From an optimization exercise on the open Yosys and OpenROAD flow, aimed at small area, a short achievable clock period and few clock cycles; shortcuts taken in it are not production practice. The RTL was checked by simulation tests, not by an equivalence proof against the original design. Power and IR drop assume default switching activity.

[flow/design.v]
module pcwlc_core (
    input  wire        clk,
    input  wire        rst,
    input  wire        host_we,
    input  wire [2:0]  host_addr,
    input  wire [63:0] host_wdata,
    output wire [31:0] status,
    output reg  [63:0] res,
    output reg  [63:0] res2,
    output wire [31:0] erraddr,
    output reg         port_req,
    output reg         port_we,
    output reg  [1:0]  port_size,     
    output reg  [16:0] port_addr,
    output reg  [31:0] port_wdata,
    input  wire        port_ack,
    input  wire [1:0]  port_fail,     
    input  wire [31:0] port_rdata,
    input  wire [63:0] now
);
    localparam [3:0] C_OK      = 4'd0;
    localparam [3:0] C_NOTFND  = 4'd1;
    localparam [3:0] C_ALIGN   = 4'd2;
    localparam [3:0] C_RANGE   = 4'd3;
    localparam [3:0] C_UNSUP   = 4'd4;
    localparam [3:0] C_IOFAIL  = 4'd5;
    localparam [3:0] C_ILLEGAL = 4'd6;
    localparam [4:0] OP_CFG_READ   = 5'h01;
    localparam [4:0] OP_CFG_WRITE  = 5'h02;
    localparam [4:0] OP_FIND_STD   = 5'h03;
    localparam [4:0] OP_FIND_EXT   = 5'h04;
    localparam [4:0] OP_ENABLE     = 5'h05;
    localparam [4:0] OP_DISABLE    = 5'h06;
    localparam [4:0] OP_RETRAIN    = 5'h07;
    localparam [4:0] OP_SET_SPEED  = 5'h08;
    localparam [4:0] OP_READ_STAT  = 5'h09;
    localparam [4:0] OP_WAIT_TRAIN = 5'h0A;
    localparam [4:0] OP_HOT_RESET  = 5'h0B;
    localparam [4:0] OP_SET_BITS   = 5'h0C;
    localparam [4:0] S_IDLE     = 5'd0;
    localparam [4:0] S_DECODE   = 5'd1;
    localparam [4:0] S_WAIT     = 5'd2;
    localparam [4:0] S_CFGR     = 5'd3;
    localparam [4:0] S_CFGW     = 5'd4;
    localparam [4:0] S_STD_ST   = 5'd5;
    localparam [4:0] S_STD_HT   = 5'd6;
    localparam [4:0] S_STD_PTR  = 5'd7;
    localparam [4:0] S_STD_LOOP = 5'd8;
    localparam [4:0] S_STD_ENT  = 5'd9;
    localparam [4:0] S_EXT_LOOP = 5'd10;
    localparam [4:0] S_EXT_HDR  = 5'd11;
    localparam [4:0] S_LINK     = 5'd12;
    localparam [4:0] S_RMW_RD   = 5'd13;
    localparam [4:0] S_RMW_WR   = 5'd14;
    localparam [4:0] S_CAP      = 5'd15;
    localparam [4:0] S_LC2_RD   = 5'd16;
    localparam [4:0] S_LC2_WR   = 5'd17;
    localparam [4:0] S_LS       = 5'd18;
    localparam [4:0] S_POLL_CHK = 5'd19;
    localparam [4:0] S_SLEEP    = 5'd20;
    localparam [4:0] S_HR_HT    = 5'd21;
    localparam [8:0] STD_TRIP_LIMIT = 9'd48;
    localparam [7:0] PCIE_CAP_ID    = 8'h10;
    reg [63:0] opa, opb;
    reg        busy, done, pf;
    reg [3:0]  code;
    reg [1:0]  iokind;
    reg [16:0] erraddr_q;
    assign status  = {22'd0, iokind, code, 1'b0, pf, done, busy};
    assign erraddr = {15'd0, erraddr_q};
    reg [31:0] l_cmd;
    reg [63:0] l_opa, l_opb;
    reg [4:0]  state, ret_state;
    reg [31:0] rd_q;        
    reg [31:0] lo_q;        
    reg [11:0] cur;         
    reg [8:0]  trip;        
    reg [7:0]  base;        
    reg [64:0] deadline;    
    reg [64:0] wake;        
    reg        again;       
    wire [4:0]  op    = l_cmd[4:0];
    wire [1:0]  wcode = l_cmd[6:5];
    wire        f     = l_cmd[7];
    wire        k     = l_cmd[8];
    wire [15:0] imm   = l_cmd[31:16];
    reg legal;
    always @(*) begin
        case (op)
            OP_CFG_READ, OP_CFG_WRITE: legal = (l_cmd[15:7] == 9'd0);
            OP_FIND_STD:               legal = (l_cmd[31:24] == 8'd0) && (l_cmd[15:5] == 11'd0);
            OP_FIND_EXT:               legal = (l_cmd[15:5] == 11'd0);
            OP_ENABLE, OP_DISABLE, OP_READ_STAT, OP_WAIT_TRAIN, OP_HOT_RESET:
                                       legal = (l_cmd[31:5] == 27'd0);
            OP_RETRAIN:                legal = (l_cmd[31:8] == 24'd0) && (wcode == 2'd0);
            OP_SET_SPEED:              legal = (l_cmd[31:9] == 23'd0) && (wcode == 2'd0);
            OP_SET_BITS:               legal = (l_cmd[15:8] == 8'd0) && (wcode == 2'd0);
            default:                   legal = 1'b0;
        endcase
    end
    wire misaligned = (wcode == 2'd1) ? imm[0] :
                      (wcode[1])      ? (imm[1:0] != 2'd0) : 1'b0;
    reg  out_of_range;
    always @(*) begin
        case (wcode)
            2'd0:    out_of_range = (l_opa[63:8]  != 56'd0);
            2'd1:    out_of_range = (l_opa[63:16] != 48'd0);
            2'd2:    out_of_range = (l_opa[63:32] != 32'd0);
            default: out_of_range = 1'b0;
        endcase
    end
    wire [1:0] cfg_size = (wcode == 2'd3) ? 2'd2 : wcode;
    wire [16:0] imm_plus4 = {1'b0, imm} + 17'd4;
    reg        speed_ok;
    reg [3:0]  speed_code;
    always @(*) begin
        speed_ok   = 1'b1;
        speed_code = 4'd0;
        if (!k) begin
            if (l_opa >= 64'd1 && l_opa <= 64'd6)
                speed_code = l_opa[3:0];
            else
                speed_ok = 1'b0;
        end else begin
            case (l_opa)
                64'h4004000000000000: speed_code = 4'd1;
                64'h4014000000000000: speed_code = 4'd2;
                64'h4020000000000000: speed_code = 4'd3;
                64'h4030000000000000: speed_code = 4'd4;
                64'h4040000000000000: speed_code = 4'd5;
                64'h4050000000000000: speed_code = 4'd6;
                default:              speed_ok   = 1'b0;
            endcase
        end
    end
    wire [15:0] ls       = rd_q[15:0];
    wire [3:0]  ls_sc    = ls[3:0];
    wire        ls_known = (ls_sc >= 4'd1) && (ls_sc <= 4'd6);
    wire [63:0] ls_res   = {32'd0, ls, 3'd0, ls[13], ls[11], ls[9:4], ls_known, ls_sc};
    reg  [63:0] ls_gts;
    always @(*) begin
        case (ls_sc)
            4'd1:    ls_gts = 64'h4004000000000000;
            4'd2:    ls_gts = 64'h4014000000000000;
            4'd3:    ls_gts = 64'h4020000000000000;
            4'd4:    ls_gts = 64'h4030000000000000;
            4'd5:    ls_gts = 64'h4040000000000000;
            4'd6:    ls_gts = 64'h4050000000000000;
            default: ls_gts = 64'd0;
        endcase
    end
    wire [12:0] cs_clamped = (l_opa > 64'd4096) ? 13'd4096 : l_opa[12:0];
    wire [12:0] cs_above   = cs_clamped - 13'd256;
    wire [8:0]  ext_trip   = (cs_above[12:3] == 10'd0) ? 9'd1 : cs_above[11:3];
    wire [7:0] walk_id = (op == OP_FIND_STD) ? imm[7:0] : PCIE_CAP_ID;
    reg [15:0] rmw_set, rmw_clr;
    always @(*) begin
        rmw_set = 16'd0;
        rmw_clr = 16'd0;
        case (op)
            OP_ENABLE:    rmw_clr = 16'h0010;
            OP_DISABLE:   rmw_set = 16'h0010;
            OP_RETRAIN:   if (again) rmw_clr = 16'h0020; else rmw_set = 16'h0020;
            OP_SET_SPEED: rmw_set = 16'h0020;
            OP_HOT_RESET: if (again) rmw_clr = 16'h0040; else rmw_set = 16'h0040;
            OP_SET_BITS:  if (f) rmw_set = imm; else rmw_clr = imm;
            default:      ;
        endcase
    end
    wire [15:0] rmw_value = (rd_q[15:0] | rmw_set) & ~rmw_clr;
    wire [31:0] rdata_masked = (port_size == 2'd0) ? {24'd0, port_rdata[7:0]}  :
                               (port_size == 2'd1) ? {16'd0, port_rdata[15:0]} :
                                                     port_rdata;
    wire [16:0] base_ext = {9'd0, base};
    task issue(input we, input [1:0] size, input [16:0] addr,
               input [31:0] wdata, input [4:0] ret);
        begin
            port_req   <= 1'b1;
            port_we    <= we;
            port_size  <= size;
            port_addr  <= addr;
            port_wdata <= wdata;
            ret_state  <= ret;
            state      <= S_WAIT;
        end
    endtask
    task finish(input [3:0] c, input [63:0] r, input [63:0] r2);
        begin
            res       <= r;
            res2      <= r2;
            code      <= c;
            iokind    <= 2'd0;
            erraddr_q <= 17'd0;
            busy      <= 1'b0;
            done      <= 1'b1;
            state     <= S_IDLE;
        end
    endtask
    task raise(input [3:0] c, input [1:0] kind, input [16:0] addr);
        begin
            res       <= 64'd0;
            res2      <= 64'd0;
            code      <= c;
            iokind    <= kind;
            erraddr_q <= addr;
            busy      <= 1'b0;
            done      <= 1'b1;
            state     <= S_IDLE;
        end
    endtask
    task walk_start;
        begin
            issue(1'b0, 2'd1, 17'h006, 32'd0, S_STD_ST);
        end
    endtask
    always @(posedge clk) begin
        if (rst) begin
            opa       <= 64'd0;
            opb       <= 64'd0;
            res       <= 64'd0;
            res2      <= 64'd0;
            busy      <= 1'b0;
            done      <= 1'b0;
            pf        <= 1'b0;
            code      <= 4'd0;
            iokind    <= 2'd0;
            erraddr_q <= 17'd0;
            state     <= S_IDLE;
            port_req  <= 1'b0;
        end else begin
            if (host_we) begin
                case (host_addr)
                    3'd0: begin
                        if (busy) begin
                            pf <= 1'b1;
                        end else begin
                            l_cmd     <= host_wdata[31:0];
                            l_opa     <= opa;
                            l_opb     <= opb;
                            res       <= 64'd0;
                            res2      <= 64'd0;
                            erraddr_q <= 17'd0;
                            code      <= 4'd0;
                            iokind    <= 2'd0;
                            done      <= 1'b0;
                            busy      <= 1'b1;
                            again     <= 1'b0;
                            state     <= S_DECODE;
                        end
                    end
                    3'd2:    opa <= host_wdata;
                    3'd3:    opb <= host_wdata;
                    default: ;
                endcase
            end
            case (state)
                S_IDLE: ;
                S_DECODE: begin
                    if (!legal) begin
                        raise(C_ILLEGAL, 2'd0, 17'd0);
                    end else begin
                        case (op)
                            OP_CFG_READ: begin
                                if (misaligned)
                                    raise(C_ALIGN, 2'd0, {1'b0, imm});
                                else
                                    issue(1'b0, cfg_size, {1'b0, imm}, 32'd0, S_CFGR);
                            end
                            OP_CFG_WRITE: begin
                                if (misaligned)
                                    raise(C_ALIGN, 2'd0, {1'b0, imm});
                                else if (out_of_range)
                                    raise(C_RANGE, 2'd0, 17'd0);
                                else
                                    issue(1'b1, cfg_size, {1'b0, imm}, l_opa[31:0], S_CFGW);
                            end
                            OP_FIND_EXT: begin
                                if (l_opa <= 64'd256) begin
                                    finish(C_NOTFND, 64'd0, 64'd0);
                                end else begin
                                    cur   <= 12'h100;
                                    trip  <= ext_trip;
                                    state <= S_EXT_LOOP;
                                end
                            end
                            OP_SET_SPEED: begin
                                if (!speed_ok)
                                    raise(C_RANGE, 2'd0, 17'd0);
                                else
                                    walk_start;
                            end
                            OP_WAIT_TRAIN: begin
                                deadline <= {1'b0, now} + {1'b0, l_opa};
                                walk_start;
                            end
                            OP_HOT_RESET: begin
                                issue(1'b0, 2'd0, 17'h00E, 32'd0, S_HR_HT);
                            end
                            default: begin    
                                walk_start;
                            end
                        endcase
                    end
                end
                S_WAIT: begin
                    if (port_ack) begin
                        port_req <= 1'b0;
                        if (port_fail != 2'd0) begin
                            raise(C_IOFAIL, port_fail, port_addr);
                        end else begin
                            rd_q  <= rdata_masked;
                            state <= ret_state;
                        end
                    end
                end
                S_CFGR: begin
                    if (wcode == 2'd3 && !again) begin
                        lo_q  <= rd_q;
                        again <= 1'b1;
                        issue(1'b0, 2'd2, imm_plus4, 32'd0, S_CFGR);
                    end else if (wcode == 2'd3) begin
                        finish(C_OK, {rd_q, lo_q}, 64'd0);
                    end else begin
                        finish(C_OK, {32'd0, rd_q}, 64'd0);
                    end
                end
                S_CFGW: begin
                    if (wcode == 2'd3 && !again) begin
                        again <= 1'b1;
                        issue(1'b1, 2'd2, imm_plus4, l_opa[63:32], S_CFGW);
                    end else begin
                        finish(C_OK, 64'd0, 64'd0);
                    end
                end
                S_STD_ST: begin
                    if (!rd_q[4])
                        finish(C_NOTFND, 64'd0, 64'd0);
                    else
                        issue(1'b0, 2'd0, 17'h00E, 32'd0, S_STD_HT);
                end
                S_STD_HT: begin
                    if (rd_q[6:0] == 7'd0 || rd_q[6:0] == 7'd1)
                        issue(1'b0, 2'd0, 17'h034, 32'd0, S_STD_PTR);
                    else if (rd_q[6:0] == 7'd2)
                        issue(1'b0, 2'd0, 17'h014, 32'd0, S_STD_PTR);
                    else
                        finish(C_NOTFND, 64'd0, 64'd0);
                end
                S_STD_PTR: begin
                    cur  <= {4'd0, rd_q[7:0]};
                    trip <= STD_TRIP_LIMIT;
                    if (rd_q[7:0] == 8'd0)
                        finish(C_NOTFND, 64'd0, 64'd0);
                    else
                        state <= S_STD_LOOP;
                end
                S_STD_LOOP: begin
                    if (trip == 9'd0) begin
                        finish(C_NOTFND, 64'd0, 64'd0);
                    end else begin
                        trip <= trip - 9'd1;
                        if (cur[7:0] < 8'h40)
                            finish(C_NOTFND, 64'd0, 64'd0);
                        else
                            issue(1'b0, 2'd1, {9'd0, cur[7:2], 2'b00}, 32'd0, S_STD_ENT);
                    end
                end
                S_STD_ENT: begin
                    if (rd_q[7:0] == 8'hFF) begin
                        finish(C_NOTFND, 64'd0, 64'd0);
                    end else if (rd_q[7:0] == walk_id) begin
                        if (op == OP_FIND_STD) begin
                            finish(C_OK, {56'd0, cur[7:0]}, 64'd0);
                        end else begin
                            base  <= cur[7:0];
                            state <= S_LINK;
                        end
                    end else begin
                        cur   <= {4'd0, rd_q[15:8]};
                        state <= S_STD_LOOP;
                    end
                end
                S_EXT_LOOP: begin
                    if (trip == 9'd0) begin
                        finish(C_NOTFND, 64'd0, 64'd0);
                    end else begin
                        trip <= trip - 9'd1;
                        if ({52'd0, cur} + 64'd4 > l_opa)
                            finish(C_NOTFND, 64'd0, 64'd0);
                        else if (cur[1:0] != 2'd0)
                            raise(C_ALIGN, 2'd0, {5'd0, cur});
                        else
                            issue(1'b0, 2'd2, {5'd0, cur}, 32'd0, S_EXT_HDR);
                    end
                end
                S_EXT_HDR: begin
                    if (rd_q == 32'h00000000 || rd_q == 32'hFFFFFFFF)
                        finish(C_NOTFND, 64'd0, 64'd0);
                    else if (rd_q[15:0] == imm)
                        finish(C_OK, {52'd0, cur}, 64'd0);
                    else if (rd_q[31:20] == 12'd0 || rd_q[31:20] == cur || rd_q[31:20] < 12'h100)
                        finish(C_NOTFND, 64'd0, 64'd0);
                    else begin
                        cur   <= rd_q[31:20];
                        state <= S_EXT_LOOP;
                    end
                end
                S_LINK: begin
                    if (op == OP_READ_STAT || op == OP_WAIT_TRAIN) begin
                        if (base[0])
                            raise(C_ALIGN, 2'd0, base_ext + 17'h12);
                        else
                            issue(1'b0, 2'd1, base_ext + 17'h12, 32'd0, S_LS);
                    end else if (op == OP_SET_SPEED && !again) begin
                        if (base[0])
                            raise(C_ALIGN, 2'd0, base_ext + 17'h02);
                        else
                            issue(1'b0, 2'd1, base_ext + 17'h02, 32'd0, S_CAP);
                    end else begin
                        if (base[0])
                            raise(C_ALIGN, 2'd0, base_ext + 17'h10);
                        else
                            issue(1'b0, 2'd1, base_ext + 17'h10, 32'd0, S_RMW_RD);
                    end
                end
                S_RMW_RD: begin
                    issue(1'b1, 2'd1, port_addr, {16'd0, rmw_value}, S_RMW_WR);
                end
                S_RMW_WR: begin
                    if (op == OP_RETRAIN && f && !again) begin
                        again <= 1'b1;
                        issue(1'b0, 2'd1, port_addr, 32'd0, S_RMW_RD);
                    end else if (op == OP_HOT_RESET && !again) begin
                        again <= 1'b1;
                        if (l_opa == 64'd0) begin
                            issue(1'b0, 2'd1, 17'h03E, 32'd0, S_RMW_RD);
                        end else begin
                            wake  <= {1'b0, now} + {1'b0, l_opa};
                            state <= S_SLEEP;
                        end
                    end else begin
                        finish(C_OK, 64'd0, 64'd0);
                    end
                end
                S_CAP: begin
                    if (rd_q[3:0] < 4'd2)
                        raise(C_UNSUP, 2'd0, 17'd0);
                    else
                        issue(1'b0, 2'd1, base_ext + 17'h30, 32'd0, S_LC2_RD);
                end
                S_LC2_RD: begin
                    issue(1'b1, 2'd1, port_addr, {16'd0, rd_q[15:4], speed_code}, S_LC2_WR);
                end
                S_LC2_WR: begin
                    if (f) begin
                        again <= 1'b1;
                        walk_start;
                    end else begin
                        finish(C_OK, 64'd0, 64'd0);
                    end
                end
                S_LS: begin
                    if (op == OP_READ_STAT)
                        finish(C_OK, ls_res, ls_gts);
                    else if (!ls[11])
                        finish(C_OK, 64'd1, 64'd0);
                    else
                        state <= S_POLL_CHK;
                end
                S_POLL_CHK: begin
                    if ({1'b0, now} >= deadline) begin
                        finish(C_OK, 64'd0, 64'd0);
                    end else if (l_opb == 64'd0) begin
                        walk_start;
                    end else begin
                        wake  <= {1'b0, now} + {1'b0, l_opb};
                        state <= S_SLEEP;
                    end
                end
                S_SLEEP: begin
                    if ({1'b0, now} >= wake) begin
                        if (op == OP_HOT_RESET)
                            issue(1'b0, 2'd1, 17'h03E, 32'd0, S_RMW_RD);
                        else
                            walk_start;
                    end
                end
                S_HR_HT: begin
                    if (rd_q[6:0] != 7'd1)
                        raise(C_UNSUP, 2'd0, 17'd0);
                    else
                        issue(1'b0, 2'd1, 17'h03E, 32'd0, S_RMW_RD);
                end
                default: state <= S_IDLE;
            endcase
        end
    end
endmodule
[flow/config.mk]
export PLATFORM = sky130hd
export DESIGN_NAME = pcwlc_core
export DESIGN_NICKNAME = pcwlc_core
export VERILOG_FILES = /design/flow/design.v
export SDC_FILE = /design/flow/constraint.sdc
export NUM_CORES = 4
export LEC_CHECK = 0
export CAP_MARGIN = 20
export CORE_MARGIN = 2
export CORE_UTILIZATION = 40
export SLEW_MARGIN = 20
[flow/run.sh]
#!/bin/bash
# synth_recipe.tcl (not shown) runs the flow's synth.tcl, then flattens the netlist and writes it again
# the make line also repeats each setting of config.mk as NAME=value (left out here)
make -C /OpenROAD-flow-scripts/flow DESIGN_CONFIG=/design/flow/config.mk WORK_HOME=/design/flow/orfs CLKGATE_MAP_FILE= SYNTH_SCRIPT=/design/flow/synth_recipe.tcl finish
[flow/constraint.sdc]
create_clock -name core_clock -period 8.0 [get_ports {clk}]
set_input_delay 1.6000 -clock core_clock [delete_from_list [all_inputs] [get_ports {clk}]]
set_output_delay 1.6000 -clock core_clock [all_outputs]
set_load 0.01 [all_outputs]
==> results.yml <==
layout:
  layout-drive-gt1-share_pct: 5.97
  stdcell_count: 6249
  finalNetCount: 5239
  synthToLayoutAreaGrowth_pct: 19.4
floorplan:
  coreArea_um2: 104000
  die_w_um: 327
  die_h_um: 327
  start_util_pct: 40.3
  die_area_um2: 107000
  num_io_pins: 414
  rows: 118
worst_setup_path:
  reg2reg_from: "l_cmd[2]"
  cp.required_ps: 8370
  path_cells: "clkdlybuf4s50_1, ha_1, nand4_1, or4_1, nor4_2, a2111oi_0, o22a_1, nand3_1, nand4_1, nor2_4, buf_12"
  cp_slowest_cell: "nor4_2"
  cp_top_family: "simple AND/OR/NAND/NOR gates"
  crit_start: "now[56]"
  cp.depth: 11
  cpPeakStageDelay_ps: 820
  path_class: "in -> reg"
  crit_path_end_kind: "register"
  crit_path_max_fanout: 26
  r2r_cells: 10
  r2r_setup_slack_ps: 2580
  endpoint: "port_wdata[4]"
  worstReg2RegEnd: "deadline[53]"
  arrival_ps: 6560
  timing.critical_path.mode_cell: "nand4_1"
  cp-start-kind: "input pin"
  crit_buf_inv: 2
logic_synthesis:
  netlist_area_um2: 41800
  syn_area_per_cell_um2: 9.31
  synth_top_cell_area_share_pct: 31.7
  syn_inst: 4493
  synthAdderAreaFrac_pct: 8.42
  synth_compound_area_share_pct: 20.5
  synthFlopType: "edfxtp_1"
  synth_area_leaders: "edfxtp_1 (32%), dfxtp_1 (14%), ha_1 (8.3%), nand2_1 (6.0%), a21oi_1 (5.0%)"
  yosys.area_share.simple_pct: 16.0
  synth.area.mux_share_pct: 0.922
  synth_top_cells_by_count: "nand2_1 (672), edfxtp_1 (441), a21oi_1 (420)"
  ys_seq_elements: 729
  yosysWarnings: 1
  synth_async_sr_flop_share_pct: 0
  synth_xor_area_share_pct: 3.64
  synth_top_family_by_area: "compound AO/OA/AOI/OAI gates"
  synth-edff-count: 441
  yosysUniqueCellTypes: 91
  post-synth-top-area-cell: "edfxtp_1"
  ys_seq_area_share_pct: 45.5
  yosysMostFrequentCell: "nand2_1"
grt:
  overflow: 0
  grt_usage_pct: 30.0
  grt_max_degree: 155
  grt_pass1_wl_mm: 239
  grt_pass1_vias: 35300
  antenna_found_initial: 12
clock_network:
  cts_tree: "done"
  cts.hold.buffers_added: 0
  cts_buffer_depth: 3
  cts.sinks: 729
  clkTransAtPathRegs_ps: 60
  post_cts_buffers: 0
  htreeDepth: 3
  numCtsBuffers: 84
  clk_latency_ps: 680
  cts_resized: 0
  cts_root_buf: "clkbuf_16"
power_and_ir_drop:
  peakVddDrop_mv: 0.137
  p_leak_nw: 18.9
  power_mw: 9.02
  power_density_nw_per_um2: 181
sta:
  relSlewSlack_pct: 16.9
  finalClockSkew_ps: 27.4
  finalCriticalPeriod_ps: 6190
  fin_ws_ps: 1810
  fin_crit_sh_pct: 77.4
  fmax_mhz: 162
  worst_pin_slew_ps: 1240
  setup_tns_ps: 0
  final-hold-violation-count: 0
  final-setup-viol-count: 0
  rsz0062_at_grt: "false"
  drv_slew: 0
drt:
  via_per_inst: 5.98
  drt_first_pass_iters: 6
  vias: 37400
  post_drt_wl_per_cell_um: 26.5
  drtIter0Drc: 4403
  wl_mm: 166
  antenna_left: 0
  post-route-drc-count: 0
min_path:
  hp-class: "reg -> reg"
run_status:
  status: "timing/DRC/antenna clean"
placed_design:
  hpwl_mm: 124
  io_buffers: 375
  pre_cts_slack_ps: 1260
  dp.cells: 6082
  routabilityCongestion: 1.01
job:
  cap_violations: 0
## how the worst min path moves through the flow
stage,start,to,slack (ps),cells after the start
global placement,opa[13],l_opa[13],410,0
global route,opb[55],l_opb[55],430,0
finish,opa[39],l_opa[39],420,0
detailed placement,opb[26],l_opb[26],410,0
floorplan,opa[0],l_opa[0],410,0
CTS,opb[55],l_opb[55],430,0
## cell families (layout without fill, tap and decap cells)
family,after synthesis,count (layout)
AND/OR/NAND/NOR,1441,1441
AO/OA/AOI/OAI,1324,1324
flip-flops,729,729
buffers and inverters,507,838
adder cells (fa/ha/maj),280,280
XOR/XNOR,174,174
multiplexers,37,37
other,1,46
## metal layers
layer | share of wire, % | vias up | GRT usage, % | routed length (um)
met4 | 4.6 | 8 | 12.9 | 7570
met3 | 11 | 396 | 7.61 | 17500
met2 | 43 | 2086 | 45.3 | 71300
met1 | 42 | 17900 | 40.7 | 69300
met5 | 0.030 | - | 0 | 50
li1 | - | 17000 | - | -
## registers in the layout, summed over array words and instances (netlist names), 64 cells and up
signal	cells
deadline	65
opb	64
l_opb	64
res	64
opa	64
wake	65
l_opa	64
res2	64
## area by class of cell
type / instances / area [um^2]
inverters: 223 / 837
clock buffers: 116 / 2470
multi-input cells: 3294 / 21000
flip-flops and latches: 729 / 19000
fillers: 9826 / 53700
diodes: 8 / 20.0
clock inverters: 41 / 432
repair buffers: 458 / 4430
well taps: 1380 / 1730
## power breakdown
group	internal [mW]	switching (mW)
logic	0.363	0.562
registers	4.02	0.0445
clock network	2.35	1.69
## layout by cell type (no fill, tap or decap), types with 64 or more instances in the layout
cell type / instances
nand2_1: 671
edfxtp_1: 441
a21oi_1: 420
clkdlybuf4s50_1: 374
dfxtp_1: 288
ha_1: 278
o21ai_0: 247
inv_1: 222
nor2_1: 220
a21o_1: 147
xnor2_1: 104
and2_1: 95
clkbuf_16: 90
nand4_1: 84
buf_4: 78
nand3_1: 71
xor2_1: 70
a22o_1: 64
## through the flow
| stage | hold slack (ps) | instance area (um^2) | utilization [%] |
|---|---|---|---|
| 2_1_floorplan | 408 | 42000 | - |
| 3_3_place_gp | 410 | 46900 | 45.3 |
| 5_1_grt | 432 | 49900 | 48.1 |
| 3_5_place_dp | 413 | 47000 | 45.3 |
| 4_1_cts | 426 | 49900 | 48.1 |
| 6_report | 421 | 49900 | 48.1 |
Testbench counts, summed over its fixed seeds: cycles 139,533.

## re-timing with driven ports
How much do the figures lean on ideal ports? The routed layout below was timed once more, with nothing changed but the port constraints. Step 1 sets driving cells, clkbuf_16 on the clock port and buf_2 on the other inputs (assumed; they add their load-dependent delay and slew). Step 2 times the ports against the registers' clock, not the clock port: input delays grow and output delays shrink by t, the midpoint of the rising clock arrivals with the driver on. Slacks: ideal ports / drivers / drivers and shift; pairs: ideal ports / drivers.
t, ns: 0.731
slack for setup (ns): 1.809 / 1.826 / 1.095
hold WS [ns]: 0.421 / 0.421 / 0.421
slew at the worst register clock pin (ns): 0.07 / 0.07
After both steps this run still meets setup and hold. For this run, drivers alone change the setup slack by +0.017 ns; drivers and shift together by -0.714 ns.
